This is an optimization exercise on Yosys and OpenROAD, whose aim is small area, a short achievable clock period and few clock cycles, not a production implementation.
In this exercise RTL edits were held to simulation tests only and were not proved equivalent to the original.
Power figures rest on the tool's default switching activity, not on a simulated workload.

--- design.v ---
module fsq_table_engine (
    input  wire        clk,
    input  wire        rst,
    input  wire        cmd_valid,
    output wire        cmd_ready,
    input  wire [3:0]  cmd_op,
    input  wire [7:0]  cmd_a,
    input  wire [7:0]  cmd_b,
    output wire        rsp_valid,
    output wire [3:0]  rsp_err,
    output wire [2:0]  rsp_sub,
    output wire [7:0]  rsp_arg,
    output wire [16:0] rsp_result,
    output wire        rsp_tv,
    output wire [2:0]  rsp_k,
    output wire [2:0]  rsp_b
);
    localparam OP_NOP    = 4'h0, OP_CLEAR  = 4'h1, OP_APUSH = 4'h2, OP_KPUSH = 4'h3,
               OP_SETPAD = 4'h4, OP_BUILD  = 4'h5, OP_ENCB  = 4'hA, OP_DECB  = 4'hB,
               OP_PACK   = 4'hC, OP_UNPACK = 4'hD;
    localparam B_FIRST = 3'd0, B_SCAN = 3'd1, B_CHK = 3'd2, B_COL = 3'd3,
               B_FIN1  = 3'd4, B_FIN2 = 3'd5, B_ERR = 3'd7;
    reg [111:0] alpha_f;                 
    reg [255:0] kslot_f;                 
    reg [4:0]  alen;
    reg [5:0]  klen;
    reg [7:0]  pad;
    reg        pad_mem;                  
    reg        hi_f;  reg [3:0] hi_i;    
    reg        dup_f; reg [3:0] dup_i;   
    reg        tv;
    reg        tv_o;                     
    reg [2:0]  r_k, r_b;                 
    reg        fast_ok;                  
    reg        kdup;                     
    reg [15:0] seen;                     
    wire k4 = alen[4], k3 = alen[3], k2 = alen[2], k1 = !(alen[4] | alen[3] | alen[2]);
    wire n_sq = (alen == 5'd1) || (alen == 5'd4) || (alen == 5'd9) || (alen == 5'd16);
    function [3:0] rc_of(input [3:0] p, input f4, input f3, input f2);
        reg [3:0] t;
        begin
            t[3] = p == 4'd6 || p == 4'd7 || p == 4'd8;
            t[2] = p == 4'd3 || p == 4'd4 || p == 4'd5;
            t[1] = p == 4'd2 || p == 4'd5 || p == 4'd8;
            t[0] = p == 4'd1 || p == 4'd4 || p == 4'd7;
            rc_of = ({4{f4}} & p) | ({4{f3}} & t) | ({4{f2}} & {1'b0, p[1], 1'b0, p[0]});
        end
    endfunction
    function [3:0] mk(input [1:0] r, input [1:0] c, input f4, input f3, input f2);
        reg [3:0] t;
        begin
            t[3] = r == 2'd2 && c == 2'd2;
            t[2] = (r == 2'd1 && c != 2'd0) || (r == 2'd2 && c != 2'd2);
            t[1] = (r == 2'd0 && c == 2'd2) || (r == 2'd1 && c == 2'd0) || (r == 2'd2 && c != 2'd2);
            t[0] = (r == 2'd0 && c == 2'd1) || (r == 2'd1 && c != 2'd1) || (r == 2'd2 && c == 2'd1);
            mk = ({4{f4}} & {r, c}) | ({4{f3}} & t) | ({4{f2}} & {2'd0, r[0], c[0]});
        end
    endfunction
    function [4:0] mkb(input [1:0] r, input [1:0] c, input f4, input f3, input f2, input f1);
        reg [4:0] t;
        begin
            t[4] = r == 2'd2 && c != 2'd0;
            t[3] = !(r == 2'd2 && c != 2'd0);
            t[2] = r == 2'd1 || (r == 2'd2 && c == 2'd0);
            t[1] = (r == 2'd0 && c != 2'd0) || (r == 2'd1 && c == 2'd2) || (r == 2'd2 && c == 2'd0);
            t[0] = (r != 2'd1 && c != 2'd1) || (r == 2'd1 && c == 2'd1);
            mkb = ({5{f4}} & {1'b1, r, c}) | ({5{f3}} & t) | ({5{f2}} & {3'b001, r[0], c[0]}) |
                  {4'd0, f1};
        end
    endfunction
    function [15:0] therm(input [4:0] n);
        integer j, b;
        reg gt, eq;
        begin
            for (j = 0; j < 16; j = j + 1) begin
                gt = 1'b0; eq = 1'b1;
                for (b = 3; b >= 0; b = b - 1) begin
                    if (!j[b]) gt = gt | (eq & n[b]);
                    eq = eq & (n[b] == j[b]);
                end
                therm[j] = n[4] | gt;
            end
        end
    endfunction
    reg [2:0]  bst;
    reg        sv;                       
    reg [4:0]  sdi;
    reg        slast;
    reg [1:0]  sph;                      
    reg        dup_a, dup_b;
    reg [3:0]  min_da;                   
    reg [1:0]  sr, sc;
    reg        rst_q;
    always @(posedge clk) rst_q <= rst;
    reg       rdy;                       
    reg       e_cmd;                     
    reg       e_bld;                     
    reg [3:0] c_op;
    reg [7:0] c_a;                       
    reg [7:0] c_b;
    reg [3:0] c_ad;                      
    reg [3:0] c_au;                      
    reg [3:0] c_sa;                      
    reg [4:0] c_sb;                      
    reg       c_age, c_bge;              
    assign cmd_ready = rdy;
    wire       b_done;                   
    wire [4:0] scan_next;                
    wire [7:0] prt;                      
    wire [3:0] i_rc1 = rc_of(cmd_a[3:0], k4, k3, k2);
    wire [3:0] i_rc2 = rc_of(cmd_b[3:0], k4, k3, k2);
    wire [3:0] i_sa  = mk(i_rc1[3:2], i_rc2[1:0], k4, k3, k2);
    wire [4:0] i_sb  = mkb(i_rc2[3:2], i_rc1[1:0], k4, k3, k2, k1);
    wire       i_bld = cmd_valid && cmd_op == OP_BUILD;
    function ge_n(input [7:0] v, input f4, input f3, input f2, input f1);
        begin
            ge_n = (|v[7:4]) || (f3 && v[3] && (|v[2:0])) || (f2 && |v[3:2]) || (f1 && |v[3:0]);
        end
    endfunction
    always @(posedge clk) begin
        c_op <= cmd_op; c_b <= cmd_b;
        c_a  <= e_bld ? prt : cmd_a;
        if (!e_bld) c_ad <= cmd_a[3:0];
        if (cmd_op == OP_UNPACK) c_au <= cmd_a[3:0];
        c_sa <= i_sa;
        c_sb <= e_bld ? scan_next : i_sb;
        c_age <= ge_n(cmd_a, k4, k3, k2, k1);
        c_bge <= ge_n(cmd_b, k4, k3, k2, k1);
        if (rst) begin
            rdy <= 1'b1; e_cmd <= 1'b0; e_bld <= 1'b0;
        end else if (!e_bld) begin
            e_cmd <= cmd_valid && !i_bld;
            e_bld <= i_bld;
            rdy <= !i_bld;
        end else begin
            e_cmd <= 1'b0;
            e_bld <= !b_done;
            rdy <= b_done;
        end
    end
    wire is_clear  = c_op == OP_CLEAR;
    wire is_apush  = c_op == OP_APUSH;
    wire is_kpush  = c_op == OP_KPUSH;
    wire is_setpad = c_op == OP_SETPAD;
    wire is_encb   = c_op == OP_ENCB;
    wire is_decb   = c_op == OP_DECB;
    wire is_pack   = c_op == OP_PACK;
    wire is_unpack = c_op == OP_UNPACK;
    wire is_ill    = !(c_op == OP_NOP || is_clear || is_apush || is_kpush || is_setpad ||
                       is_encb || is_decb || is_pack || is_unpack);
    wire [15:0] amask = therm(alen);
    reg  [15:0] cam_m;
    reg  [3:0]  cam_code;
    integer i;
    always @* begin
        cam_code = 4'd0;
        for (i = 0; i < 16; i = i + 1) begin
            cam_m[i] = (alpha_f[7*i +: 7] == c_a[6:0]) && amask[i];
            if (cam_m[i]) cam_code = cam_code | i[3:0];
        end
    end
    wire cam_hit = |cam_m;
    wire [7:0] kslot_a = kslot_f[8*c_sa +: 8];
    wire [3:0] enc_o1 = kslot_a[3:0];
    assign     prt    = kslot_f[8*c_sb +: 8];    
    wire [3:0] enc_o2 = prt[3:0];
    wire [15:0] dmask_a = {{7{k4}}, {5{k4 | k3}}, {3{k4 | k3 | k2}}, 1'b1};
    wire [31:0] dmask_b = {{14{k4}}, {2{k4 | k3}}, {7{k3}}, 1'b0, {4{k2}}, 2'b00, k1, 1'b0};
    reg [15:0] dm_a;
    reg [31:0] dm_b;
    reg [3:0]  de_a, de_b;               
    always @* begin
        de_a = 4'd0; de_b = 4'd0;
        for (i = 0; i < 16; i = i + 1) begin
            dm_a[i] = kslot_f[8*i +: 4] == c_ad && dmask_a[i];
            if (dm_a[i]) de_a = de_a | i[3:0];
        end
        for (i = 0; i < 32; i = i + 1) begin
            dm_b[i] = kslot_f[8*i +: 4] == c_b[3:0] && dmask_b[i];
            if (dm_b[i]) de_b = de_b | i[3:0];
        end
    end
    wire [3:0] rc3_a = {dm_a[6] | dm_a[7] | dm_a[8], dm_a[3] | dm_a[4] | dm_a[5],
                        dm_a[2] | dm_a[5] | dm_a[8], dm_a[1] | dm_a[4] | dm_a[7]};
    wire [3:0] rc3_b = {dm_b[15] | dm_b[16] | dm_b[17], dm_b[12] | dm_b[13] | dm_b[14],
                        dm_b[11] | dm_b[14] | dm_b[17], dm_b[10] | dm_b[13] | dm_b[16]};
    wire [3:0] rca = ({4{k4}} & de_a) | ({4{k3}} & rc3_a) | ({4{k2}} & {1'b0, de_a[1], 1'b0, de_a[0]});
    wire [3:0] rcb = ({4{k4}} & de_b) | ({4{k3}} & rc3_b) | ({4{k2}} & {1'b0, de_b[1], 1'b0, de_b[0]});
    wire [3:0] dec_o1 = mk(rca[3:2], rcb[1:0], k4, k3, k2);
    wire [3:0] dec_o2 = mk(rcb[3:2], rca[1:0], k4, k3, k2);
    wire        k_res  = !c_a[7] && cam_hit;
    wire [7:0]  k_data = c_a[7] ? 8'h90 : (cam_hit ? {4'b1000, cam_code} : {1'b0, c_a[6:0]});
    wire        k_fresh = klen == 6'd0 || klen == {1'b0, alen};   
    wire        kp_we  = e_cmd && is_kpush && !klen[5];
    wire        sc_we  = e_bld && bst == B_SCAN && sv && !c_a[7];
    wire [4:0]  w_idx  = e_bld ? sdi : klen[4:0];
    wire        s_in_b = sdi >= alen;
    wire        s_res  = c_a[7];
    wire        s_bad  = s_res ? c_a[4] : !cam_hit;
    wire [15:0] s_oh   = s_res ? (16'd1 << c_a[3:0]) : cam_m;
    wire        s_fresh = sdi == 5'd0 || sdi == alen;    
    wire        s_dup  = !s_fresh && |(seen & s_oh);
    wire        s_da   = !s_in_b && s_dup;
    wire        s_db   = s_in_b && s_dup;
    wire [15:0] col_oh = 16'd1 << c_a[3:0];
    wire        c_last_r = (k4 && sr == 2'd3) || (k3 && sr == 2'd2) || (k2 && sr == 2'd1) || k1;
    wire [1:0]  sr_n = c_last_r ? 2'd0 : sr + 2'd1;
    wire [1:0]  sc_n = c_last_r ? sc + 2'd1 : sc;
    assign scan_next = bst == B_SCAN ? c_sb + 5'd1 :
                       bst == B_COL ? mkb(sr, sc, k4, k3, k2, k1) : 5'd0;
    wire [3:0] min_rc = rc_of(min_da, k4, k3, k2);
    wire [3:0] i1_hi = mk(min_da[3:2], 2'd0, k4, k3, k2);
    wire [3:0] i1_lo = {2'd0, min_da[1:0]};
    wire [3:0] i2_hi = {2'd0, sc};
    wire [3:0] i2_lo = mk(sr, 2'd0, k4, k3, k2);
    wire       use1  = dup_a && (min_da[3:2] == 2'd0 || !dup_b);
    wire [3:0] f_hi  = use1 ? i1_hi : i2_hi;
    wire [3:0] f_lo  = use1 ? i1_lo : i2_lo;
    wire [7:0] fin_i = k2 ? {4'd0, f_hi[1:0], f_lo[1:0]} : k1 ? 8'd0 : {f_hi, f_lo};
    wire b_pass = n_sq && !hi_f && !dup_f && pad_mem && klen == {alen, 1'b0};
    wire b_fast = fast_ok && !kdup;
    assign b_done = (bst == B_FIRST && !(b_pass && !b_fast)) ||
                    (bst == B_CHK && !dup_a && !dup_b) || bst == B_FIN2 || bst == B_ERR;
    wire q_ok  = tv && !c_age && !c_bge;
    reg        n_v;
    reg [3:0]  n_err;
    reg [2:0]  n_sub;
    reg [7:0]  n_arg;
    reg [11:0] n_res;      
    always @* begin
        n_v = 1'b0; n_err = 4'd0; n_sub = 3'd0; n_arg = 8'd0; n_res = 12'd0;
        if (e_cmd) begin
            n_v = 1'b1;
            if (is_apush && alen[4]) begin n_err = 4'd3; n_sub = 3'd5; n_arg = 8'd16; end
            if (is_kpush && klen[5]) begin n_err = 4'd4; n_sub = 3'd1; n_arg = 8'd32; end
            if (is_ill) begin n_err = 4'd1; n_sub = 3'd1; end
            if (is_encb || is_decb || is_unpack || is_pack) begin
                if (!tv) n_err = 4'd2;
                else if (!is_pack && c_age) begin n_err = 4'd6; n_sub = 3'd1; n_arg = c_a; end
                else if ((is_encb || is_decb) && c_bge) begin n_err = 4'd6; n_sub = 3'd2; n_arg = c_b; end
            end
            if (is_encb && q_ok) n_res = {1'b1, enc_o1, 3'd0, enc_o2};
            if (is_decb && q_ok) n_res = {1'b1, dec_o1, 3'd0, dec_o2};
            if (is_unpack && tv && !c_age) n_res = {1'b1, 4'd0, alpha_f[7*c_au +: 7]};
            if (is_pack && tv && k_res) n_res = {1'b1, 4'd0, 3'd0, cam_code};
        end else if (e_bld) begin
            n_v = b_done;
            if (bst == B_FIRST) begin
                if (alen == 5'd0)                 begin n_err = 4'd3; n_sub = 3'd1; end
                else if (!n_sq)                   begin n_err = 4'd3; n_sub = 3'd2; n_arg = {3'd0, alen}; end
                else if (hi_f)                    begin n_err = 4'd3; n_sub = 3'd3; n_arg = {4'd0, hi_i}; end
                else if (dup_f)                   begin n_err = 4'd3; n_sub = 3'd4; n_arg = {4'd0, dup_i}; end
                else if (!pad_mem)                begin n_err = 4'd5; n_sub = 3'd1; n_arg = pad; end
                else if (klen != {alen, 1'b0})    begin n_err = 4'd4; n_sub = 3'd2; n_arg = {2'd0, klen}; end
            end
            if (bst == B_ERR)  begin n_err = 4'd4; n_sub = 3'd3; n_arg = {3'd0, sdi - 5'd1}; end
            if (bst == B_FIN2) begin n_err = 4'd4; n_sub = 3'd4; n_arg = fin_i; end
        end
    end
    reg        r_v;
    reg [3:0]  r_err;
    reg [2:0]  r_sub;
    reg [7:0]  r_arg;
    reg [11:0] r_res;
    assign rsp_valid  = r_v;
    assign rsp_err    = r_err;
    assign rsp_sub    = r_sub;
    assign rsp_arg    = r_arg;
    assign rsp_result = {r_res[11], 4'd0, r_res[10:7], 1'b0, r_res[6:0]};
    assign rsp_tv     = tv_o;
    assign rsp_k      = r_k;
    assign rsp_b      = r_b;
    always @(posedge clk) begin
        r_err <= n_err; r_sub <= n_sub; r_arg <= n_arg; r_res <= n_res;
        if (rst) r_v <= 1'b0; else r_v <= n_v;
    end
    wire build_ok = e_bld && ((bst == B_FIRST && b_pass && b_fast) ||
                              (bst == B_CHK && !dup_a && !dup_b));
    wire tv_clr   = (e_cmd && (is_clear || is_setpad || (is_apush && !alen[4]) || (is_kpush && !klen[5]))) ||
                    (e_bld && bst == B_FIRST);
    wire tv_n = !rst_q && (build_ok || (tv && !tv_clr));
    wire tv_r = tv_n && n_v;
    always @(posedge clk) begin
        tv   <= tv_n;
        tv_o <= tv_r;
        r_k  <= tv_r ? {k4, k3 | k2, alen[0]} : 3'd0;
        r_b  <= tv_r ? {k4 | k3, k2, 1'b0} : 3'd0;
    end
    always @(posedge clk) begin
        for (i = 0; i < 32; i = i + 1)
            if ((kp_we || sc_we) && w_idx == i) kslot_f[8*i +: 8] <= k_data;
    end
    always @(posedge clk) begin
        if (rst_q) begin
            alen <= 5'd0; klen <= 6'd0; pad <= 8'h20; pad_mem <= 1'b0;
            hi_f <= 1'b0; dup_f <= 1'b0; bst <= B_FIRST;
        end else if (e_cmd) begin
            if (is_clear) begin
                alen <= 5'd0; klen <= 6'd0; pad <= 8'h20; pad_mem <= 1'b0;
                hi_f <= 1'b0; dup_f <= 1'b0;
            end
            if (is_apush && !alen[4]) begin
                for (i = 0; i < 16; i = i + 1)
                    if (alen[3:0] == i) alpha_f[7*i +: 7] <= c_a[6:0];
                alen <= alen + 5'd1;
                if (!hi_f && c_a[7]) begin hi_f <= 1'b1; hi_i <= alen[3:0]; end
                if (!dup_f && cam_hit) begin dup_f <= 1'b1; dup_i <= alen[3:0]; end
                if (c_a == pad && !pad[7]) pad_mem <= 1'b1;
                if (klen != 6'd0) fast_ok <= 1'b0;
            end
            if (is_kpush && !klen[5]) begin
                klen <= klen + 6'd1;
                seen <= (k_fresh ? 16'd0 : seen) | cam_m;
                if (klen == 6'd0) begin
                    fast_ok <= k_res;
                    kdup <= 1'b0;
                end else begin
                    fast_ok <= fast_ok && k_res;
                    if (!k_fresh && |(seen & cam_m)) kdup <= 1'b1;
                end
            end
            if (is_setpad) begin
                pad <= c_a;
                pad_mem <= !c_a[7] && cam_hit;
            end
        end else if (e_bld) begin
            case (bst)
            B_FIRST: begin
                sv <= 1'b0;
                if (b_pass && !b_fast) begin
                    bst <= B_SCAN;
                    dup_a <= 1'b0; dup_b <= 1'b0;
                    fast_ok <= 1'b0;
                end
            end
            B_SCAN: begin
                sv <= 1'b1; sdi <= c_sb;
                slast <= scan_next == klen[4:0];
                if (sv) begin
                    seen <= (s_fresh ? 16'd0 : seen) | s_oh;
                    if (!dup_a) min_da <= sdi[3:0];
                    dup_a <= dup_a || s_da;
                    dup_b <= dup_b || s_db;
                    if (s_bad) bst <= B_ERR;     
                    else if (slast) bst <= B_CHK;
                end
            end
            B_CHK: begin
                if (dup_b) begin
                    bst <= B_COL; sr <= 2'd0; sc <= 2'd0; sph <= 2'd0;
                    seen <= 16'd0;
                end else if (dup_a) begin
                    bst <= B_FIN1;
                end else begin
                    bst <= B_FIRST;
                end
            end
            B_COL: begin
                sph <= sph == 2'd2 ? 2'd0 : sph + 2'd1;
                if (sph == 2'd2) begin
                    if (|(seen & col_oh)) begin
                        bst <= B_FIN1;
                    end else begin
                        seen <= seen | col_oh;
                        sr <= sr_n; sc <= sc_n;
                    end
                end
            end
            B_FIN1: begin
                min_da <= min_rc;
                bst <= B_FIN2;
            end
            B_FIN2: begin
                bst <= B_FIRST;
            end
            default: begin  
                bst <= B_FIRST;
            end
            endcase
        end
    end
endmodule
--- flow/run.sh ---
#!/bin/bash
set -euo pipefail
bash standard.sh synth > flow_synth.log 2>&1
bash standard.sh SETUP_SLACK_MARGIN=7.0 SKIP_GATE_CLONING=1 finish > flow_finish.log 2>&1
--- standard.sh ---
#!/bin/bash
# synth_recipe.tcl (not shown) runs the flow's synth.tcl, then flattens the netlist and writes it again
# the make line also repeats each setting of config.mk as NAME=value (left out here)
make -C /OpenROAD-flow-scripts/flow DESIGN_CONFIG=/design/flow/config.mk WORK_HOME=/design/flow/orfs CLKGATE_MAP_FILE= SYNTH_SCRIPT=/design/flow/synth_recipe.tcl "${@:-finish}"
--- config.mk ---
export PLATFORM = sky130hd
export DESIGN_NAME = fsq_table_engine
export DESIGN_NICKNAME = fsq_table_engine
export VERILOG_FILES = /design/flow/design.v
export SDC_FILE = /design/flow/constraint.sdc
export NUM_CORES = 8
export LEC_CHECK = 0
export CAP_MARGIN = 0
export CORE_MARGIN = 2
export CORE_UTILIZATION = 45
export CTS_CLUSTER_DIAMETER = 100
export CTS_CLUSTER_SIZE = 25
export PLACE_DENSITY = 0.6
export SLEW_MARGIN = 0
--- constraint.sdc ---
create_clock -name core_clock -period 10.0 [get_ports {clk}]
set_input_delay 2.0000 -clock core_clock [delete_from_list [all_inputs] [get_ports {clk}]]
set_output_delay 2.0000 -clock core_clock [all_outputs]
set_load 0.01 [all_outputs]
==> notes.md, run 1 <==
Status - complete, no violations
Via count - 20500
First-pass DRT Iterations - 8
WHS Endpoint - r_arg[7]
Met2 usage - 48.0%
Largest net degree at the start of global routing - 68
Least-Margin Pin Slew - 1.12 ns
Fin. Hold Viols - 0
Crit path max-delay cell type - dfxtp_4
Die Area - 63900 sq um
Internal power - 0.00299 W
Clock Skews - 0.0277 ns
Max Fclk - 320 MHz
Worst R2R End - bst[1]
Synth-to-layout area growth - 15.4%
Asr flop ratio synth - 0%
1st-iter DRT viols - 2503
CP max FO - 1
Synthesized instance count - 2267
Total wire length - 94500 um
Top post-synthesis cells by area - edfxtp_1 (45%), mux4_2 (11%), dfxtp_1 (6.8%)
Fin crit period - 3.13 ns
Clk buf depth - 3
Post-layout instance area - 32200 sq um
Yosys top cell by area - edfxtp_1
Ys Warns - 1
Initial antenna violation count - 4
Core area - 61500 sq um
CP endpoint kind - output port
Skew-Pair Late Insertion Delay - 0.62 ns
ANT nets after route - 0
Post-synthesis sequential area ratio - 52.1%
Synth Flop Type - edfxtp_1
Total CTS buffers - 27
Most common cell in the netlist - edfxtp_1
Crit-path leading delay family - flip-flops
Max-slew violation count - 0
Headroom to the max-slew limit - 25.0%
Die Span X - 253 um
RD Place Congestion - 0.951
Global Route Usage Sum - 29.1%
Reg power frac - 59.0%
Synth Cell Area - 27900 sq um
Hold path depth - 2
Max Cap Viol - 0
Layout cells sized above 1 - 24.8%
Worst Setup Start Kind - flip-flop
Post-synth EDFFs - 421
Unrepaired setup endpoints after global routing - yes
H-tree lvl count - 1
Final period util - 31.3%
PortBufs - 56
Synth top area share - 45.4%
Vias per inst - 6.49
Max incr delay on CP - 0.40 ns
Net load switching power - 0.000972 W
Fill cells - 5227
Residual DRC - 0
Net Sw Frac - 24.5%
GRT overflow - 0
Met3 Resource Use GR - 4.58%
TritonCTS clock tree - yes
R2R Setup Slk - 7.00 ns
Nets - 2392
Reg2Reg Depth - 11
Hold Path Class - flip-flop to flip-flop
Hold Startpoint - c_b[7]
Post-Syn Area per Cell - 12.3 sq um
Reg-to-reg startpoint - alen[3]
I/O Pins - 64
CTS clk-pin slew, worst paths - 0.10 ns
Synth cell types - 99
Placed cell areas - 29000 sq um
Pleak - 10.5 nW
Clock Sinks - 515
Routed length per instance - 29.9 um
# rows - 91
Critical path type - flip-flop to output port
Seq cells post-synth - 515
Clk root buf - clkbuf_16
Peak VDD IR - 0.000171 V
Met1 Resource Use GR - 39.1%
HPWL Detailed - 60900 um
Vias in the first global route - 20100
Clock Power Share - 32.0%
Top post-synthesis cells by count - edfxtp_1 (421), xor2_1 (165), nor2_1 (150)
Worst-path cell chain - buf_6
Power Dens Cells - 123 nW/um^2
Setup TNS - 0 ns
Global-route wire length before repair - 137000 um
Die Y - 253 um
Critical Path AT - 1.13 ns
CP Buf/Inv Count - 1
Endpoints failing setup - 0
Initial core utilization - 45.3%
GRT busiest layer - met2
Util after Layout - 52.3%
Logic pwr share - 9.0%
Worst path required time - 8.00 ns
[worst max path at each step]
stage,end,depth (start not counted),start,slack (ns)
2_1_floorplan,c_sb[1],10,cmd_a[3],6.60
3_3_place_gp,c_sb[1],10,cmd_a[0],5.81
3_5_place_dp,c_sb[1],10,cmd_a[0],5.69
4_1_cts,rsp_tv,1,tv_o,6.86
5_1_grt,rsp_result[9],1,r_res[8],6.86
6_report,rsp_result[1],1,r_res[1],6.87
[cell usage in the layout, fill, tap and decap left out, drive strengths merged, types with 8 or more instances in the layout]
cell type,synthesis,routed
edfxtp,421,421
buf,74,202
xor2,165,165
nor2,151,151
xnor2,141,141
mux4,132,132
nand2,110,110
a21oi,98,98
dfxtp,94,94
o21ai,91,91
nand3,68,68
inv,56,62
nor3,59,59
nor4,45,45
clkbuf,100,40
a211oi,34,34
nand4,30,30
nor2b,27,27
a22oi,26,26
nand2b,25,25
ha,24,24
mux2i,22,22
and3,21,21
and2,19,19
a31oi,19,19
o22ai,18,18
clkdlybuf4s50,0,14
a222oi,13,13
or3,13,13
a22o,10,10
o211ai,10,10
a21o,9,9
a221oi,9,9
or2,9,9
o221ai,8,8
[area by class of cell]
type / instances / area (sq um) / share of cell area [%]
Clock inverter: 11 / 114 / 0.354
Timing Repair Buffer: 217 / 2450 / 7.63
Multi-Input combinational cell: 1526 / 13000 / 40.5
Tap cell: 790 / 988 / 3.07
Sequential cell: 515 / 14600 / 45.5
Antenna cell: 2 / 5.00 / 0.0156
Clock buffer: 39 / 721 / 2.24
Inverter: 58 / 223 / 0.692
[per-stage QoR]
stage                     total power [W]  cells  hold WS, ns  setup slack, ns
after detailed placement          0.00266   2985        0.448             5.69
after CTS                         0.00396   3126        0.479             6.86
after global routing              0.00406   3158        0.516             6.86
after global placement            0.00266   2985        0.447             5.81
final                             0.00396   3158        0.481             6.87
after floorplan                   0.00258   2273        0.406             6.60
[registers in the layout (all words and copies together), names as in the netlist, 4 cells and up]
| register | cells |
|---|---|
| alen | 5 |
| alpha_f | 112 |
| c_a | 8 |
| c_ad | 4 |
| c_au | 4 |
| c_b | 8 |
| c_op | 4 |
| c_sa | 4 |
| c_sb | 5 |
| dup_i | 4 |
| hi_i | 4 |
| klen | 6 |
| kslot_f | 256 |
| min_da | 4 |
| pad | 8 |
| r_arg | 8 |
| r_res | 12 |
| sdi | 5 |
| seen | 16 |
[power groups by stage]
| stage | Sequential [W] | Combinational (W) | Clock [W] |
|---|---|---|---|
| 4_1_cts | 0.00234 | 0.000335 | 0.00128 |
| 2_1_floorplan | 0.00238 | 0.000197 | 0 |
| 3_5_place_dp | 0.00241 | 0.000250 | 0 |
| 6_report | 0.00234 | 0.000358 | 0.00127 |
| 3_3_place_gp | 0.00241 | 0.000247 | 0 |
| 5_1_grt | 0.00234 | 0.000374 | 0.00135 |
[cell families after synthesis]
family | Yosys count | synth area share [%]
AND/OR/NAND/NOR | 602 | 11.1
flip-flops | 515 | 52.1
AO/OA/AOI/OAI | 429 | 10.5
XOR/XNOR | 306 | 9.62
buffers and inverters | 232 | 3.96
multiplexers | 157 | 11.6
adder cells (fa/ha/maj) | 25 | 1.11
other | 1 | 0.0135
[routing by layer]
layer | wire length (um) | vias to the layer above
li1 | - | 8775
met1 | 37100 | 10300
met2 | 45000 | 1163
met3 | 8350 | 227
met4 | 4150 | 2
met5 | 12 | -
[what timing repair did]
item / CTS / global route
hold buffers: 0 / 0
buffers inserted: 91 / 30
pin swaps: 23 / 35
setup endpoints to repair: 647 / 603
hold endpoints to repair: 0 / 0
gates resized for setup: 355 / 115
Testbench counts, summed over its fixed seeds: cycles 14,700.
==> run 2, diff against run 1 <==
--- a/config.mk
+++ b/config.mk
@@ -12,3 +12,3 @@
 export CTS_CLUSTER_SIZE = 25
-export PLACE_DENSITY = 0.6
+export PLACE_DENSITY = 0.65
 export SLEW_MARGIN = 0
==> notes.md, run 2 <==
Hold-fix buffers at CTS - 0 (unchanged)
Place WS - 5.70 ns (+0.00867 ns)
First-pass DRT Iterations - 9 (+1)
CP Buf/Inv Count - 6 (+5)
Residual DRC - 0 (unchanged)
1st-iter DRT viols - 3145 (+26%)
PortBufs - 56 (unchanged)
Via count - 21100 (+3.2%)
Hold Path Class - flip-flop to flip-flop
Asr flop ratio synth - 0% (unchanged)
Hold Startpoint - c_b[7]
Skew-Pair Late Insertion Delay - 0.63 ns (about the same)
Synth top area share - 45.4% (unchanged)
Die Y - 253 um (unchanged)
Hold slack - 0.478 ns (-0.00305 ns)
Post-Syn Area per Cell - 12.3 sq um (unchanged)
Synthesized instance count - 2267 (unchanged)
Endpoints failing setup - 0 (unchanged)
Headroom to the max-slew limit - 24.6% (-0.38 points)
Yosys top cell by area - edfxtp_1
Synth Cell Area - 27900 sq um (unchanged)
CP max FO - 8 (+7)
Worst path required time - 10.51 ns (+2.51 ns)
Sequential Area - 14600 sq um (about the same)
H-tree lvl count - 1 (unchanged)
Biggest regs - kslot_f x256, alpha_f x112, seen x16
Crit path top cell by count - buf_12
GRT overflow - 0 (unchanged)
Unrepaired setup endpoints after global routing - yes
Critical path type - flip-flop to flip-flop
Final period util - 32.9% (+1.6 points)
Post-synth EDFFs - 421 (unchanged)
Most common cell after layout, fill and taps aside - edfxtp_1
Most frequent cells in the layout - edfxtp_1 (421), xor2_1 (162), xnor2_1 (137), buf_4 (137), mux4_2 (132)
R2R Setup Slk - 6.71 ns (-0.29 ns)
Crit path max-delay cell type - or4_4
Synth-to-layout area growth - 17.9%
Fin. Hold Viols - 0 (unchanged)
Clk root buf - clkbuf_16
HPWL Detailed - 59700 um (-2.1%)
Global Route Usage Sum - 29.4% (+0.29 points)
Vias in the first global route - 20700 (+2.9%)
Clock Skews - 0.0261 ns (-0.00162 ns)
Total wire length - 95600 um (+1.1%)
Layout cells sized above 1 - 27.2% (+2.4 points)
Max Fclk - 304 MHz (-4.8%)
Fill cells - 5062 (-3.2%)
Reg2Reg Depth - 15 (+4)
Max incr delay on CP - 0.53 ns (+0.13 ns)
TritonCTS clock tree - yes
Global-route wire length before repair - 139000 um (+1.4%)
CTS clk-pin slew, worst paths - 0.11 ns (about the same)
Status - complete, no violations
Largest net degree at the start of global routing - 68 (unchanged)
# rows - 91 (unchanged)
Total CTS buffers - 26 (-3.7%)
I/O Pins - 64 (unchanged)
Least-Margin Pin Slew - 1.13 ns (+0.00330 ns)
WHS Endpoint - r_arg[7]
Peak VDD IR - 0.000166 V (-2.9%)
Top post-synthesis cells by area - edfxtp_1 (45%), mux4_2 (11%), dfxtp_1 (6.8%)
Die Span X - 253 um (unchanged)
Synth cell types - 99 (unchanged)
Initial antenna violation count - 1 (-3)
Vias per inst - 6.59 (+1.6%)
Fin crit period - 3.29 ns (+0.159 ns)
Worst Setup Start Kind - flip-flop
Power Dens Cells - 121 nW/um^2 (-2.1%)
Routed length per instance - 29.8 um (-0.46%)
Hold path depth - 2 (unchanged)
Setup ws final - 6.71 ns (-0.159 ns)
Worst R2R End - r_res[2]
Post-synthesis sequential area ratio - 52.1% (unchanged)
Clk buf depth - 3 (unchanged)
Critical Path AT - 3.79 ns (+2.66 ns)
Most common cell in the netlist - edfxtp_1
Diode count - 0 (-2)
Max reg flops - 256 (unchanged)
Top post-synthesis cells by count - edfxtp_1 (421), xor2_1 (165), nor2_1 (150)
Max Cap Viol - 0 (unchanged)
Initial core utilization - 45.3% (unchanged)
RD Place Congestion - 0.954 (+0.34%)
Pleak - 10.9 nW (+3.5%)
Core area - 61500 sq um (unchanged)
Ys Warns - 1 (unchanged)
Setup TNS - 0 ns (unchanged)
Synth Flop Type - edfxtp_1
Worst-path cell chain - buf_12, buf_12, buf_6, xor2_2, nor4_4, nand4_1, nand4_4, nor4_4, buf_4, buf_12, buf_8, or4_4, and3_4, a22oi_2, nand2_2
Clock Sinks - 515 (unchanged)
Die Area - 63900 sq um (unchanged)
Multi-input gate area - 13300 sq um (+1.9%)
CP endpoint kind - flip-flop
Max-slew violation count - 0 (unchanged)
Largest Register - kslot_f
Seq cells post-synth - 515 (unchanged)
ANT nets after route - 0 (unchanged)
Crit-path leading delay family - simple AND/OR/NAND/NOR gates
Reg-to-reg startpoint - c_a[1]
Nets - 2444 (+2.2%)
run 2: cell counts after synthesis:
Identical to the previous run, type by type.
run 2: cells by family after synthesis:
group / Yosys count / share of synthesized area [%]
buf+inv: 232 / 3.96
flops: 515 / 52.1
simple gates: 602 / 11.1
compound gates: 429 / 10.5
xor+xnor: 306 / 9.62
fa+ha+maj: 25 / 1.11
mux: 157 / 11.6
other cells: 1 / 0.0135
run 2: per-stage QoR:
step           utilization, %  instance area, sq um  total power, W  cells
6_report                 53.4                 32800         0.00396   3207
5_1_grt                  53.4                 32800         0.00406   3207
4_1_cts                  51.9                 31900         0.00394   3154
3_5_place_dp             47.0                 28900         0.00266   2972
3_3_place_gp             47.0                 28900         0.00265   2972
2_1_floorplan               -                 28100         0.00258   2273
run 2: worst max path at each step:
| stage | start | endpoint | slack [ns] | cells after the start |
|---|---|---|---|---|
| final | c_a[1] | r_res[2] | 6.71 | 15 |
| after global routing | c_a[3] | r_res[2] | 6.69 | 13 |
| after CTS | e_cmd | kslot_f[167] | 6.79 | 7 |
| after detailed placement | c_a[4] | kslot_f[130] | 5.70 | 7 |
| after global placement | c_a[4] | kslot_f[130] | 5.79 | 7 |
| after floorplan | cmd_a[3] | c_sb[1] | 6.60 | 10 |
run 2: cell type report:
type | count | share of cell area (%)
clock buffer | 40 | 2.14
clock inverter | 8 | 0.282
multi-input combinational | 1526 | 40.4
tap | 790 | 3.01
timing repair buffer | 270 | 8.95
sequential | 515 | 44.5
inverter | 58 | 0.689
run 2: layer usage:
| metal | wire (um) | part of all wire, % | track usage [%] |
|---|---|---|---|
| met1 | 36200 | 38 | 39.1 |
| met2 | 43700 | 46 | 47.1 |
| met3 | 9960 | 10 | 5.02 |
| met4 | 5710 | 6.0 | 13.9 |
| met5 | 0 | 0 | 0 |
run 2: worst register-to-register path: cells and delay by family (launching register included):
kind	cells	cell delay, ns
simple gates	7	1.67
buf+inv	6	0.82
flops	1	0.36
xor+xnor	1	0.18
compound gates	1	0.15
run 2: timing repair:
item                                    in CTS  in global routing
setup buffers                              134                 53
endpoints found under the setup margin     751                443
resized for setup                          401                109
endpoints found under the hold margin        0                  0
pin swaps                                   46                 50
gates cloned                                 0                  0
run 2: power breakdown:
part / total [W] / switching, W / internal (W)
clock network: 0.00124 / 0.000733 / 0.000508
registers: 0.00234 / 0.0000173 / 0.00232
logic: 0.000382 / 0.000225 / 0.000157
==> run 3, diff against run 2 <==
--- a/config.mk
+++ b/config.mk
@@ -9,6 +9,6 @@
 export CORE_MARGIN = 2
-export CORE_UTILIZATION = 45
+export CORE_UTILIZATION = 55
 export CTS_CLUSTER_DIAMETER = 100
 export CTS_CLUSTER_SIZE = 25
-export PLACE_DENSITY = 0.65
+export PLACE_DENSITY = 0.6
 export SLEW_MARGIN = 0
==> notes.md, run 3 <==
Status - complete, no violations
Post-Syn Area per Cell - 12.3 sq um (unchanged)
Endpoints failing setup - 0 (unchanged)
Headroom to the max-slew limit - 25.3% (+0.63 points)
Worst path required time - 8.00 ns (-2.51 ns)
Layout cells sized above 1 - 25.8% (-1.4 points)
Pleak - 10.6 nW (-2.9%)
Via count - 20600 (-2.7%)
Most common cell in the netlist - edfxtp_1
Clock Power Share - 31.7% (+0.4 points)
Critical path type - flip-flop to output port
Top post-synthesis cells by area - edfxtp_1 (45%), mux4_2 (11%), dfxtp_1 (6.8%)
Synthesized instance count - 2267 (unchanged)
Synth Cell Area - 27900 sq um (unchanged)
CTS clk-pin slew, worst paths - 0.11 ns (about the same)
Worst-path cell chain - buf_6
Max-slew violation count - 0 (unchanged)
Multi-input gate area - 13000 sq um (-1.7%)
Synth top area share - 45.4% (unchanged)
Logic pwr share - 8.8% (-0.8 points)
PortBufs - 56 (unchanged)
Final period util - 31.3% (-1.6 points)
Crit-path leading delay family - flip-flops
Initial core utilization - 55.7% (+10 points)
Sequential Area - 14600 sq um (about the same)
Post-synth EDFFs - 421 (unchanged)
Top post-synthesis cells by count - edfxtp_1 (421), xor2_1 (165), nor2_1 (150)
Total chip power - 0.00393 W (-0.84%)
Clock Skews - 0.0162 ns (-0.00994 ns)
Reg power frac - 59.5% (+0.5 points)
Max Cap Viol - 0 (unchanged)
Vias in the first global route - 19800 (-4.4%)
Synth Flop Type - edfxtp_1
Hold-fix buffers at CTS - 0 (unchanged)
Net load switching power - 0.000950 W (-2.6%)
Die Y - 229 um (-9.4%)
Worst Setup Start Kind - flip-flop
Fill cells - 3842 (-24%)
Clk buf depth - 3 (unchanged)
Initial antenna violation count - 0 (-1)
Skew-Pair Late Insertion Delay - 0.61 ns (-0.02 ns)
Worst setup path startpoint - r_b[2]
CP Buf/Inv Count - 1 (-5)
Ys Warns - 1 (unchanged)
Most common cell after layout, fill and taps aside - edfxtp_1
Synth cell types - 99 (unchanged)
Max Fclk - 320 MHz (+5.1%)
Reg-to-reg startpoint - c_a[1]
Fin crit period - 3.13 ns (-0.159 ns)
Global Route Usage Sum - 34.7% (+5.2 points)
Max reg flops - 256 (unchanged)
Asr flop ratio synth - 0% (unchanged)
Global-route wire length before repair - 134000 um (-3.5%)
Setup TNS - 0 ns (unchanged)
Synth-to-layout area growth - 14.6%
Vias per inst - 6.74 (+2.3%)
Total CTS buffers - 26 (unchanged)
Peak VDD IR - 0.000180 V (+8.3%)
Core area - 50100 sq um (-19%)
Biggest regs - kslot_f x256, alpha_f x112, seen x16
Most frequent cells in the layout - edfxtp_1 (421), xor2_1 (164), xnor2_1 (137)
Total wire length - 93500 um (-2.2%)
Net Sw Frac - 24.2% (-0.43 points)
I/O Pins - 64 (unchanged)
Critical Path AT - 1.13 ns (-2.66 ns)
Least-Margin Pin Slew - 1.12 ns (-0.00947 ns)
Crit path max-delay cell type - dfxtp_4
H-tree lvl count - 1 (unchanged)
1st-iter DRT viols - 2850 (-9.4%)
# rows - 82 (-9.9%)
ANT nets after route - 0 (unchanged)
Post-synthesis sequential area ratio - 52.1% (unchanged)
Max incr delay on CP - 0.41 ns (-0.12 ns)
Nets - 2406 (-1.6%)
Die Area - 52500 sq um (-18%)
GRT overflow - 0 (unchanged)
TritonCTS clock tree - yes
CP endpoint kind - output port
Hold Path Class - flip-flop to flip-flop
Clk root buf - clkbuf_16
HPWL Detailed - 59900 um (+0.32%)
RD Place Congestion - 0.967 (+1.4%)
Diode count - 0 (unchanged)
Internal power - 0.00298 W (-0.26%)
Clock Sinks - 515 (unchanged)
Yosys top cell by area - edfxtp_1
Largest Register - kslot_f
Largest net degree at the start of global routing - 48 (-29%)
First-pass DRT Iterations - 9 (unchanged)
CP max FO - 1 (-7)
Residual DRC - 0 (unchanged)
Die Span X - 229 um (-9.4%)
Final cell count without fillers - 3051 (-4.9%)
Hold Startpoint - c_b[7]
Routed length per instance - 30.6 um (+2.8%)
Power Dens Cells - 123 nW/um^2 (+2.0%)
Seq cells post-synth - 515 (unchanged)
Cell count after placement - 2862 (-3.7%)
Unrepaired setup endpoints after global routing - yes
Fin. Hold Viols - 0 (unchanged)
[run 3: final cells by class]
class	instances	area share, %
clock buffer	41	2.31
clock inverter	7	0.227
inverter	58	0.713
multi-input combinational	1526	40.9
sequential	515	45.8
tap	672	2.63
timing repair buffer	232	7.47
[run 3: cell families (layout without fill, tap and decap cells)]
family / count (synthesis) / count (layout) / share of synthesized area, %
simple gates: 602 / 602 / 11.1
flops: 515 / 515 / 52.1
compound gates: 429 / 429 / 10.5
xor+xnor: 306 / 306 / 9.62
buf+inv: 232 / 338 / 3.96
mux: 157 / 157 / 11.6
fa+ha+maj: 25 / 25 / 1.11
other cells: 1 / 7 / 0.0135
[run 3: metal layers]
layer	part of all wire, %	global-route usage (%)	vias to the layer above
met4	4.9	13.4	0
li1	-	-	8788
met5	0	0	-
met2	47	55.8	1194
met3	9.3	5.57	254
met1	39	47.6	10300
[run 3: path summary, 6_finish.rpt]
check	cells after the start	slack, ns	endpoint
setup reg to reg	11	7.02	seen[6]
hold reg to reg	2	0.52	r_arg[7]
hold / removal	2	0.52	r_arg[7]
setup / recovery	1	6.87	rsp_b[2]
[run 3: timing repair]
item / CTS / global route
buffers inserted: 87 / 54
pin swaps: 27 / 40
resized for setup: 339 / 128
endpoints found under the setup margin: 762 / 545
[run 3: per-stage QoR]
step / instance area, sq um / utilization [%] / hold WS, ns / worst slack, ns
after floorplan: 28100 / - / 0.406 / 6.60
after global placement: 28800 / 57.5 / 0.492 / 5.79
after detailed placement: 28800 / 57.5 / 0.485 / 5.77
after CTS: 31000 / 61.9 / 0.509 / 6.73
after global routing: 31900 / 63.8 / 0.547 / 6.86
final: 31900 / 63.8 / 0.517 / 6.87
[run 3: worst register-to-register path, delay by kind of cell (launching register included)]
family	cells	cell delay, ns
buffers and inverters	2	0.41
DFF	1	0.46
AOI/OAI and AO/OA	6	0.80
and+or+nand+nor	2	0.80
muxes	1	0.27
[run 3: power by group through the flow]
stage	registers, W	clock network, W	logic (W)
finish	0.00234	0.00125	0.000347
global route	0.00234	0.00133	0.000361
CTS	0.00234	0.00126	0.000323
detailed placement	0.00241	0	0.000251
global placement	0.00241	0	0.000249
floorplan	0.00238	0	0.000197
==> run 4, diff against run 3 <==
--- a/config.mk
+++ b/config.mk
@@ -9,3 +9,3 @@
 export CORE_MARGIN = 2
-export CORE_UTILIZATION = 55
+export CORE_UTILIZATION = 60
 export CTS_CLUSTER_DIAMETER = 100
==> notes.md, run 4 <==
Status - complete, no violations
Reg2Reg Depth - 11 (unchanged)
Post-Syn Area per Cell - 12.3 sq um (unchanged)
Hold slack - 0.540 ns (+0.0226 ns)
Residual DRC - 0 (unchanged)
CTS clk-pin slew, worst paths - 0.11 ns (about the same)
Clk root buf - clkbuf_16
Critical path type - flip-flop to output port
# rows - 78 (-4.9%)
Synth top area share - 45.4% (unchanged)
Final cell count without fillers - 2952 (-3.2%)
Die Span X - 220 um (-4.2%)
Final period util - 31.4% (+0.098 points)
Initial antenna violation count - 1 (+1)
Layout cells sized above 1 - 24.0% (-1.7 points)
CP endpoint kind - output port
Yosys top cell by area - edfxtp_1
Top post-synthesis cells by count - edfxtp_1 (421), xor2_1 (165), nor2_1 (150)
Worst R2R End - seen[6]
Vias in the first global route - 19700 (-0.29%)
Biggest regs - kslot_f x256, alpha_f x112, seen x16
Post-synth EDFFs - 421 (unchanged)
Die Area - 48200 sq um (-8.2%)
Nets - 2379 (-1.1%)
Max-slew violation count - 0 (unchanged)
Post-layout instance area - 31700 sq um (-0.83%)
Largest Register - kslot_f
Power Dens Cells - 123 nW/um^2 (about the same)
Headroom to the max-slew limit - 21.9% (-3.4 points)
Max incr delay on CP - 0.41 ns (about the same)
HPWL Detailed - 58000 um (-3.2%)
Hold Path Class - flip-flop to flip-flop
Cell count after placement - 2792 (-2.4%)
Synth-to-layout area growth - 13.7%
Crit path max-delay cell type - dfxtp_4
Via count - 20900 (+1.5%)
Post-synthesis sequential area ratio - 52.1% (unchanged)
Worst-path cell chain - buf_6
Clk buf depth - 3 (unchanged)
1st-iter DRT viols - 3404 (+19%)
Seq cells post-synth - 515 (unchanged)
Core area - 45600 sq um (-9.0%)
Ys Warns - 1 (unchanged)
R2R Setup Slk - 7.02 ns (about the same)
Synth cell types - 99 (unchanged)
Global Route Usage Sum - 37.4% (+2.7 points)
Max Fclk - 319 MHz (-0.31%)
Least-Margin Pin Slew - 1.17 ns (+0.0503 ns)
Fin. Hold Viols - 0 (unchanged)
Placed cell areas - 28700 sq um (-0.22%)
Unrepaired setup endpoints after global routing - yes
Total chip power - 0.00390 W (-0.86%)
Endpoints failing setup - 0 (unchanged)
Hold path depth - 2 (unchanged)
Skew-Pair Late Insertion Delay - 0.63 ns (+0.02 ns)
Top post-synthesis cells by area - edfxtp_1 (45%), mux4_2 (11%), dfxtp_1 (6.8%)
CP max FO - 1 (unchanged)
Synth Flop Type - edfxtp_1
Initial core utilization - 61.1% (+5.5 points)
Global-route wire length before repair - 132000 um (-1.9%)
Crit-path leading delay family - flip-flops
Peak VDD IR - 0.000169 V (-6.2%)
Asr flop ratio synth - 0% (unchanged)
Largest net degree at the start of global routing - 54 (+13%)
Vias per inst - 7.07 (+4.9%)
WHS Endpoint - r_arg[7]
GRT overflow - 0 (unchanged)
Critical Path AT - 1.14 ns (about the same)
Worst Setup Start Kind - flip-flop
Synthesized instance count - 2267 (unchanged)
RD Place Congestion - 1.01 (+4.9%)
Max reg flops - 256 (unchanged)
Total wire length - 90900 um (-2.8%)
ANT nets after route - 0 (unchanged)
Hold Startpoint - c_b[7]
PortBufs - 56 (unchanged)
Die Y - 220 um (-4.2%)
Pleak - 10.4 nW (-1.5%)
Total CTS buffers - 25 (-3.8%)
Routed length per instance - 30.8 um (+0.50%)
Worst path required time - 8.00 ns (about the same)
Reg-to-reg startpoint - c_a[0]
Synth Cell Area - 27900 sq um (unchanged)
Fill cells - 3180 (-17%)
First-pass DRT Iterations - 6 (-3)
Setup TNS - 0 ns (unchanged)
Max Cap Viol - 0 (unchanged)
CP Buf/Inv Count - 1 (unchanged)
Fin crit period - 3.14 ns (+0.00975 ns)
Most common cell in the netlist - edfxtp_1
H-tree lvl count - 1 (unchanged)
TritonCTS clock tree - yes
I/O Pins - 64 (unchanged)
Most frequent cells in the layout - edfxtp_1 (421), xor2_1 (164), xnor2_1 (139)
Most common cell after layout, fill and taps aside - edfxtp_1
Clock Skews - 0.0219 ns (+0.00575 ns)
Clock Sinks - 515 (unchanged)
[run 4: cell counts after synthesis]
No cell type changed its count.
[run 4: power by group]
part           switching, W  leakage [nW]  internal (W)  total (W)
Clock              0.000723         0.353      0.000487    0.00121
Sequential        0.0000159          4.61       0.00232    0.00234
Combinational      0.000214          5.44      0.000134   0.000348
Total              0.000952          10.4       0.00294    0.00390
[run 4: layout make-up]
class	count	area [sq um]	area share, %
clock inverters	5	61.3	0.194
multi-input cells	1526	13100	41.3
well taps	600	751	2.37
clock buffers	41	686	2.16
repair buffers	206	2230	7.05
flip-flops and latches	515	14600	46.1
inverters	58	226	0.715
diodes	1	2.50	0.00790
[run 4: repair_timing]
item                                    4_1_cts  5_1_grt
hold buffers                                  0        0
resized for setup                           339      127
setup buffers                                81       32
endpoints found under the setup margin      725      391
pin swaps                                    33       30
[run 4: cells by family after synthesis]
kind of cell,share of synthesized area (%)
AND/OR/NAND/NOR,11.1
AO/OA/AOI/OAI,10.5
flip-flops,52.1
buffers and inverters,3.96
adder cells (fa/ha/maj),1.11
XOR/XNOR,9.62
multiplexers,11.6
other,0.0135
[run 4: how the worst max path moves through the flow]
stage	start	to	cells past startpoint
5_1_grt	cmd_a[0]	c_sb[1]	10
3_3_place_gp	cmd_b[1]	c_sb[0]	10
4_1_cts	r_res[8]	rsp_result[9]	1
6_report	r_res[2]	rsp_result[2]	1
2_1_floorplan	cmd_a[3]	c_sb[1]	10
3_5_place_dp	cmd_a[3]	c_sb[1]	10
[run 4: layer usage]
metal / routed length, um / track usage, %
met4: 4980 / 15.8
met2: 41400 / 58.0
met1: 34600 / 52.5
met3: 9970 / 6.53
met5: 0 / 0
[run 4: per-stage QoR]
stage                     setup WS, ns  utilization, %
after floorplan                   6.60               -
after CTS                         6.86            67.7
final                             6.86            69.5
after detailed placement          5.73            63.0
after global placement            5.80            63.0
after global routing              6.84            69.5
==> run 5, diff against run 4 <==
--- a/config.mk
+++ b/config.mk
@@ -9,3 +9,3 @@
 export CORE_MARGIN = 2
-export CORE_UTILIZATION = 60
+export CORE_UTILIZATION = 50
 export CTS_CLUSTER_DIAMETER = 100
==> notes.md, run 5 <==
Routed length per instance - 30.3 um (-1.6%)
Biggest regs - kslot_f x256, alpha_f x112, seen x16
Fin crit period - 3.13 ns (-0.00450 ns)
Post-synthesis compound-gate area fraction - 10.5% (unchanged)
Initial core utilization - 50.6% (-11 points)
Most common cell after layout, fill and taps aside - edfxtp_1
Crit path max-delay cell type - dfxtp_2
Layout cells sized above 1 - 23.7% (-0.32 points)
H-tree lvl count - 1 (unchanged)
Hold Path Class - flip-flop to flip-flop
Total wire length - 93800 um (+3.2%)
Skew-Pair Late Insertion Delay - 0.62 ns (about the same)
Worst-path cell chain - buf_6
1st-iter DRT viols - 2482 (-27%)
# rows - 86 (+10%)
Core area - 55100 sq um (+21%)
Asr flop ratio synth - 0% (unchanged)
Global-route wire length before repair - 134000 um (+2.0%)
Nets - 2376 (-0.13%)
Die Y - 240 um (+9.4%)
Critical path type - flip-flop to output port
Adder and majority gate portion of the synthesized area - 1.11% (unchanged)
Clk buf depth - 3 (unchanged)
Synth-to-layout area growth - 14.1%
Simple-gate share of the synthesized area - 11.1% (unchanged)
Least-Margin Pin Slew - 1.13 ns (-0.0375 ns)
Max Fclk - 319 MHz (+0.14%)
Post-Syn Area per Cell - 12.3 sq um (unchanged)
Post-synth EDFFs - 421 (unchanged)
Synth Cell Area - 27900 sq um (unchanged)
Synth top area share - 45.4% (unchanged)
Largest net degree at the start of global routing - 61 (+13%)
CP endpoint kind - output port
Fin. Hold Viols - 0 (unchanged)
Status - complete, no violations
Final period util - 31.3% (-0.045 points)
Max Cap Viol - 0 (unchanged)
Power Dens Cells - 124 nW/um^2 (+0.54%)
Setup TNS - 0 ns (unchanged)
Worst Setup Start Kind - flip-flop
Vias in the first global route - 19600 (-0.27%)
Peak VDD IR - 0.000177 V (+4.6%)
Headroom to the max-slew limit - 24.6% (+2.7 points)
Fill cells - 4557 (+43%)
CTS clk-pin slew, worst paths - 0.11 ns (about the same)
Yosys top cell by area - edfxtp_1
Total CTS buffers - 26 (+4.0%)
HPWL Detailed - 61400 um (+5.8%)
Ys Warns - 1 (unchanged)
Most common cell in the netlist - edfxtp_1
Max-slew violation count - 0 (unchanged)
Pleak - 10.4 nW (+0.25%)
Max reg flops - 256 (unchanged)
CP Buf/Inv Count - 1 (unchanged)
Synth Flop Type - edfxtp_1
Synth cell types - 99 (unchanged)
Hold-fix buffers at CTS - 0 (unchanged)
Crit path depth - 1 (unchanged)
PortBufs - 56 (unchanged)
Seq cells post-synth - 515 (unchanged)
Die Area - 57600 sq um (+20%)
Worst path required time - 8.00 ns (about the same)
Endpoints failing setup - 0 (unchanged)
Clock Sinks - 515 (unchanged)
Crit-path leading delay family - flip-flops
First-pass DRT Iterations - 7 (+1)
Synthesized instance count - 2267 (unchanged)
Clk root buf - clkbuf_16
Hold path depth - 0 (-2)
Top post-synthesis cells by count - edfxtp_1 (421), xor2_1 (165), nor2_1 (150)
Post-synthesis sequential area ratio - 52.1% (unchanged)
Max incr delay on CP - 0.40 ns (about the same)
ANT nets after route - 0 (unchanged)
Via count - 20400 (-2.1%)
Largest Register - kslot_f
TritonCTS clock tree - yes
Diode count - 0 (-1)
CP max FO - 1 (unchanged)
Reg2Reg Depth - 11 (unchanged)
Vias per inst - 6.60 (-6.7%)
XOR/XNOR share of the synthesized area - 9.62% (unchanged)
Unrepaired setup endpoints after global routing - yes
I/O Pins - 64 (unchanged)
RD Place Congestion - 0.963 (-5.0%)
Initial antenna violation count - 0 (-1)
Die Span X - 240 um (+9.4%)
GRT overflow - 0 (unchanged)
Most frequent cells in the layout - edfxtp_1 (421), xor2_1 (165), xnor2_1 (139)
Clock Skews - 0.0233 ns (+0.00140 ns)
Largest family of logic cells by synthesized area - multiplexers
Critical Path AT - 1.13 ns (about the same)
Total chip power - 0.00393 W (+0.94%)
Global Route Usage Sum - 32.1% (-5.3 points)
Residual DRC - 0 (unchanged)
Top post-synthesis cells by area - edfxtp_1 (45%), mux4_2 (11%), dfxtp_1 (6.8%)
Mux cell area share after synthesis - 11.6% (unchanged)
-- run 5: cell counts after synthesis --
Identical to the previous run, type by type.
-- run 5: power breakdown --
group	switching, W	leakage, nW	internal, W
Combinational	0.000210	5.44	0.000131
Sequential	0.0000175	4.60	0.00232
Clock	0.000730	0.387	0.000522
-- run 5: cell type report --
| cell class | count | area, sq um | area share, % |
|---|---|---|---|
| flip-flops and latches | 515 | 14600 | 45.9 |
| multi-input cells | 1526 | 13100 | 41.1 |
| repair buffers | 202 | 2180 | 6.84 |
| well taps | 748 | 936 | 2.94 |
| clock buffers | 42 | 732 | 2.30 |
| inverters | 58 | 223 | 0.700 |
| clock inverters | 6 | 72.6 | 0.228 |
-- run 5: metrics by stage --
stage / instances / worst slack, ns / cell area [sq um] / util, % / hold slack (ns)
after global routing: 3097 / 6.87 / 31800 / 57.7 / 0.575
final: 3097 / 6.87 / 31800 / 57.7 / 0.562
after detailed placement: 2945 / 5.72 / 29000 / 52.5 / 0.519
after floorplan: 2273 / 6.60 / 28100 / - / 0.406
after CTS: 3064 / 6.86 / 31100 / 56.4 / 0.562
after global placement: 2945 / 5.74 / 29000 / 52.5 / 0.510
-- run 5: final timing paths --
check	start	endpoint	slack [ns]
max	r_res[8]	rsp_result[9]	6.87
min	c_sb[2]	sdi[2]	0.56
max reg2reg	c_a[1]	kslot_f[10]	6.99
min reg2reg	c_sb[2]	sdi[2]	0.56
-- run 5: kinds of logic after synthesis --
group,Yosys count
buf+inv,232
fa+ha+maj,25
compound gates,429
other cells,1
xor+xnor,306
simple gates,602
flops,515
mux,157
-- run 5: routing by layer --
metal / vias to the layer above / wire length, um / track usage, %
met4: 0 / 4460 / 12.3
met5: - / 0 / 0
li1: 8734 / - / -
met1: 10300 / 36200 / 42.8
met2: 1151 / 45000 / 53.2
met3: 238 / 8140 / 4.67
-- run 5: what timing repair did --
action	4_1_cts	5_1_grt
resized for setup	340	108
setup endpoints to repair	734	395
pin swaps	21	26
setup buffers	71	33
==> run 6, diff against run 5 <==
--- a/config.mk
+++ b/config.mk
@@ -10,4 +10,5 @@
 export CORE_UTILIZATION = 50
-export CTS_CLUSTER_DIAMETER = 100
-export CTS_CLUSTER_SIZE = 25
+export CTS_BUF_LIST = sky130_fd_sc_hd__clkbuf_8
+export CTS_CLUSTER_DIAMETER = 60
+export CTS_CLUSTER_SIZE = 15
 export PLACE_DENSITY = 0.6
==> notes.md, run 6 <==
Status - complete, no violations
Biggest regs - kslot_f x256, alpha_f x112, seen x16
Synth Flop Type - edfxtp_1
Max-slew violation count - 0 (unchanged)
HPWL Detailed - 61400 um (unchanged)
Total CTS buffers - 48 (+85%)
Seq cells post-synth - 515 (unchanged)
Global-route wire length before repair - 135000 um (+0.52%)
Crit-path leading delay family - flip-flops
Layout cells sized above 1 - 26.0% (+2.3 points)
Post-synthesis sequential area ratio - 52.1% (unchanged)
Util after Layout - 58.3% (+0.62 points)
Setup TNS - 0 ns (unchanged)
Synth top area share - 45.4% (unchanged)
Worst path required time - 8.00 ns (about the same)
Synthesized instance count - 2267 (unchanged)
Worst Setup Start Kind - flip-flop
Max Fclk - 314 MHz (-1.7%)
Top post-synthesis cells by area - edfxtp_1 (45%), mux4_2 (11%), dfxtp_1 (6.8%)
Fin. Hold Viols - 0 (unchanged)
Fin crit period - 3.19 ns (+0.0552 ns)
Die Span X - 240 um (unchanged)
Synth cell types - 99 (unchanged)
# rows - 86 (unchanged)
Most common cell after layout, fill and taps aside - edfxtp_1
GRT overflow - 0 (unchanged)
Critical path type - flip-flop to output port
Max incr delay on CP - 0.38 ns (-0.02 ns)
Nets - 2413 (+1.6%)
Clock Skews - 0.0430 ns (+0.0197 ns)
Peak VDD IR - 0.000127 V (-28%)
Synth Cell Area - 27900 sq um (unchanged)
Die Y - 240 um (unchanged)
ANT nets after route - 0 (unchanged)
Synth-to-layout area growth - 15.4%
Global Route Usage Sum - 32.4% (+0.34 points)
Asr flop ratio synth - 0% (unchanged)
Residual DRC - 0 (unchanged)
Vias in the first global route - 19800 (+0.89%)
Max Cap Viol - 0 (unchanged)
CP Buf/Inv Count - 1 (unchanged)
Via count - 20600 (+0.66%)
Place WS - 5.72 ns (unchanged)
I/O Pins - 64 (unchanged)
Worst-path cell chain - buf_6
Unrepaired setup endpoints after global routing - yes
Yosys top cell by area - edfxtp_1
Final period util - 31.9% (+0.55 points)
Most frequent cells in the layout - edfxtp_1 (421), xor2_1 (164), xnor2_1 (141)
Clock Sinks - 515 (unchanged)
Ys Warns - 1 (unchanged)
Critical Path AT - 1.19 ns (+0.06 ns)
Core area - 55100 sq um (unchanged)
Post-synth EDFFs - 421 (unchanged)
TritonCTS clock tree - yes
Top post-synthesis cells by count - edfxtp_1 (421), xor2_1 (165), nor2_1 (150)
Initial core utilization - 50.6% (unchanged)
H-tree lvl count - 2 (+1)
Crit path max-delay cell type - dfxtp_2
Most common cell in the netlist - edfxtp_1
CP endpoint kind - output port
PortBufs - 56 (unchanged)
CTS clk-pin slew, worst paths - 0.09 ns (-0.02 ns)
Clk buf depth - 3 (unchanged)
Headroom to the max-slew limit - 23.9% (-0.66 points)
Routed length per instance - 30.1 um (-0.47%)
Initial antenna violation count - 2 (+2)
Fill cells - 4532 (-0.55%)
Clk root buf - clkbuf_8
Hold slack - 0.492 ns (-0.0699 ns)
Skew-Pair Late Insertion Delay - 0.70 ns (+0.08 ns)
Largest net degree at the start of global routing - 61 (unchanged)
Largest Register - kslot_f
1st-iter DRT viols - 2312 (-6.8%)
Power Dens Cells - 125 nW/um^2 (+1.5%)
Max reg flops - 256 (unchanged)
Pleak - 10.6 nW (+1.9%)
Die Area - 57600 sq um (unchanged)
Endpoints failing setup - 0 (unchanged)
RD Place Congestion - 0.963 (unchanged)
Post-Syn Area per Cell - 12.3 sq um (unchanged)
First-pass DRT Iterations - 7 (unchanged)
Vias per inst - 6.54 (-0.88%)
Setup ws final - 6.81 ns (-0.0552 ns)
Least-Margin Pin Slew - 1.14 ns (+0.00983 ns)
Total wire length - 94800 um (+1.1%)
CP max FO - 1 (unchanged)
Hold Path Class - flip-flop to flip-flop
==> run 6: cell counts after synthesis <==
Identical to the previous run, type by type.
==> run 6: worst paths after layout <==
kind	from	end	slack, ns	depth (start not counted)
worst max register to register	e_cmd	kslot_f[167]	6.98	7
worst min-delay path	alen[2]	alen[2]	0.49	1
worst min register to register	alen[2]	alen[2]	0.49	1
worst max-delay path	r_res[8]	rsp_result[9]	6.81	1
==> run 6: worst reg2reg max path: stages, from the launching register on <==
cell     delay (ns)
dfxtp_2        0.32
buf_4          0.48
nand3_1        0.33
nor3b_2        0.42
a41o_1         0.23
o21ai_1        0.15
buf_4          0.24
nor2_2         0.46
==> run 6: cell families (layout without fill, tap and decap cells) <==
group,after synthesis,in the layout,share of synthesized area [%]
AO/OA/AOI/OAI,429,429,10.5
XOR/XNOR,306,306,9.62
adder cells (fa/ha/maj),25,25,1.11
buffers and inverters,232,355,3.96
flip-flops,515,515,52.1
multiplexers,157,157,11.6
other,1,8,0.0135
AND/OR/NAND/NOR,602,602,11.1
==> run 6: final cells by class <==
class	instances	area, sq um	area share (%)
Timing Repair Buffer	217	2310	7.19
Clock inverter	31	293	0.911
Sequential cell	515	14600	45.5
Antenna cell	1	2.50	0.00778
Inverter	58	223	0.693
Tap cell	748	936	2.91
Multi-Input combinational cell	1526	13100	40.7
Clock buffer	49	674	2.10
==> run 6: repair_timing <==
action                                  4_1_cts  5_1_grt
cloned                                        0        0
pin swaps                                    15       26
hold buffers                                  0        0
resized for setup                           341      115
setup buffers                                59       60
endpoints found under the setup margin      736      434
==> run 6: routing by layer <==
layer / track usage (%) / up-vias / wire length, um
met5: 0 / - / 13
met4: 15.0 / 2 / 5180
li1: - / 8813 / -
met1: 42.1 / 10400 / 36100
met3: 5.67 / 282 / 8550
met2: 53.2 / 1131 / 45000
==> run 6: stage by stage <==
| stage | cells | total power [W] | area, sq um |
|---|---|---|---|
| floorplan | 2273 | 0.00258 | 28100 |
| global placement | 2945 | 0.00266 | 29000 |
| detailed placement | 2945 | 0.00266 | 29000 |
| CTS | 3084 | 0.00403 | 31100 |
| global route | 3145 | 0.00415 | 32100 |
| finish | 3145 | 0.00403 | 32100 |
==> run 6: power by group <==
| group | internal [W] | switching (W) |
|---|---|---|
| sequential | 0.00232 | 0.0000152 |
| combinational | 0.000136 | 0.000214 |
| clock | 0.000555 | 0.000791 |
| total | 0.00301 | 0.00102 |
==> run 7, diff against run 6 <==
==> flow/run.sh (replaced) <==
#!/bin/bash
set -euo pipefail
bash standard.sh synth > flow_synth.log 2>&1
bash standard.sh SETUP_SLACK_MARGIN=6.9 SKIP_GATE_CLONING=1 finish > flow_finish.log 2>&1
--- a/config.mk
+++ b/config.mk
@@ -10,5 +10,4 @@
 export CORE_UTILIZATION = 50
-export CTS_BUF_LIST = sky130_fd_sc_hd__clkbuf_8
-export CTS_CLUSTER_DIAMETER = 60
-export CTS_CLUSTER_SIZE = 15
+export CTS_CLUSTER_DIAMETER = 100
+export CTS_CLUSTER_SIZE = 25
 export PLACE_DENSITY = 0.6
==> notes.md, run 7 <==
RD Place Congestion - 0.971 (+0.81%)
Synth Cell Area - 27900 sq um (unchanged)
Max Fclk - 318 MHz (+1.4%)
1st-iter DRT viols - 2641 (+14%)
# rows - 86 (unchanged)
Least-Margin Pin Slew - 1.14 ns (-0.00329 ns)
TritonCTS clock tree - yes
Most common cell after layout, fill and taps aside - edfxtp_1
Vias in the first global route - 19300 (-2.8%)
Residual DRC - 0 (unchanged)
Endpoints failing setup - 0 (unchanged)
Max incr delay on CP - 0.47 ns (+0.09 ns)
Initial antenna violation count - 1 (-1)
Critical Path AT - 3.50 ns (+2.31 ns)
Synth-to-layout area growth - 12.7%
Post-Syn Area per Cell - 12.3 sq um (unchanged)
Seq cells post-synth - 515 (unchanged)
ANT nets after route - 0 (unchanged)
Status - complete, no violations
Vias per inst - 6.57 (+0.32%)
Peak VDD IR - 0.000182 V (+43%)
Fin crit period - 3.14 ns (-0.0452 ns)
Synth top area share - 45.4% (unchanged)
Synth Flop Type - edfxtp_1
Clk root buf - clkbuf_16
I/O Pins - 64 (unchanged)
Max-slew violation count - 0 (unchanged)
Most common cell in the netlist - edfxtp_1
Post-synthesis sequential area ratio - 52.1% (unchanged)
Hold slack - 0.551 ns (+0.0588 ns)
Post-synth EDFFs - 421 (unchanged)
Total CTS buffers - 26 (-46%)
Worst path required time - 10.36 ns (+2.36 ns)
Hold Path Class - flip-flop to flip-flop
Fill cells - 4551 (+0.42%)
Pleak - 10.2 nW (-3.5%)
GRT overflow - 0 (unchanged)
Crit path max-delay cell type - or3_4
Clk buf depth - 3 (unchanged)
Via count - 20200 (-1.9%)
Unrepaired setup endpoints after global routing - yes
Clock Sinks - 515 (unchanged)
Hold path depth - 1 (unchanged)
Critical path type - flip-flop to flip-flop
Asr flop ratio synth - 0% (unchanged)
Global-route wire length before repair - 134000 um (-1.0%)
Diode count - 0 (-1)
Ys Warns - 1 (unchanged)
Worst Setup Start Kind - flip-flop
[run 7: cell counts after synthesis]
No cell type changed its count.
[run 7: cell type report]
type	count	area (sq um)	share of cell area (%)
repair buffers	181	1890	6.03
clock inverters	6	95.1	0.303
flip-flops and latches	515	14600	46.5
multi-input cells	1526	12900	41.2
clock buffers	42	732	2.33
inverters	58	225	0.717
well taps	748	936	2.98
[run 7: metrics by stage]
stage	instance area [sq um]	utilization (%)	power [W]	setup slack, ns	instances
3_5_place_dp	28900	52.5	0.00266	5.67	2945
3_3_place_gp	28900	52.5	0.00266	5.78	2945
5_1_grt	31400	57.0	0.00405	6.82	3076
4_1_cts	30800	55.9	0.00395	6.81	3049
2_1_floorplan	28000	-	0.00258	6.60	2273
6_report	31400	57.0	0.00395	6.86	3076
[run 7: what timing repair did]
item | in CTS | in global routing
resized for setup | 304 | 93
cloned | 0 | 0
pin swaps | 14 | 21
buffers inserted | 56 | 27
endpoints found under the setup margin | 635 | 330
hold endpoints to repair | 0 | 0
[run 7: where the power goes]
| part | internal [W] | switching, W | leakage (nW) |
|---|---|---|---|
| Clock | 0.000546 | 0.000732 | 0.396 |
| Sequential | 0.00232 | 0.0000140 | 4.60 |
| Combinational | 0.000124 | 0.000207 | 5.25 |
| Total | 0.00299 | 0.000952 | 10.2 |
[run 7: critical path, delay by kind of cell (launching register included)]
family,cells,cell delay (ns)
simple gates,5,1.36
buf+inv,6,0.95
flops,1,0.37
compound gates,1,0.16
[run 7: layer usage]
layer | global-route usage [%] | wire length [um] | share of wire [%] | vias to the layer above
met5 | 0 | 0 | 0 | -
met4 | 10.8 | 3900 | 4.2 | 0
met3 | 3.75 | 7260 | 7.8 | 204
met2 | 53.2 | 44900 | 48 | 1038
met1 | 43.6 | 37000 | 40 | 10300
li1 | - | - | - | 8700
[run 7: kinds of logic (layout without fill, tap and decap cells)]
family	count (synthesis)	in the layout	synth area share, %
AO/OA/AOI/OAI	429	429	10.5
AND/OR/NAND/NOR	602	602	11.1
multiplexers	157	157	11.6
flip-flops	515	515	52.1
buffers and inverters	232	287	3.96
other	1	7	0.0135
adder cells (fa/ha/maj)	25	25	1.11
XOR/XNOR	306	306	9.62
[run 7: worst max path at each step]
| stage | from | endpoint | cells past startpoint |
|---|---|---|---|
| floorplan | cmd_a[3] | c_sb[1] | 10 |
| global placement | cmd_a[3] | c_sb[1] | 10 |
| detailed placement | cmd_a[3] | c_sb[1] | 10 |
| CTS | e_cmd | kslot_f[175] | 7 |
| global route | alen[2] | kslot_f[191] | 12 |
| finish | alen[2] | kslot_f[191] | 12 |

Check on run 7: ideal ports give 6.857 ns setup slack; a clkbuf_16 on the clock port and buf_2 on the inputs give 6.800 ns; moving port delays by the midpoint clock arrival (0.680 ns) as well gives 6.276 ns.
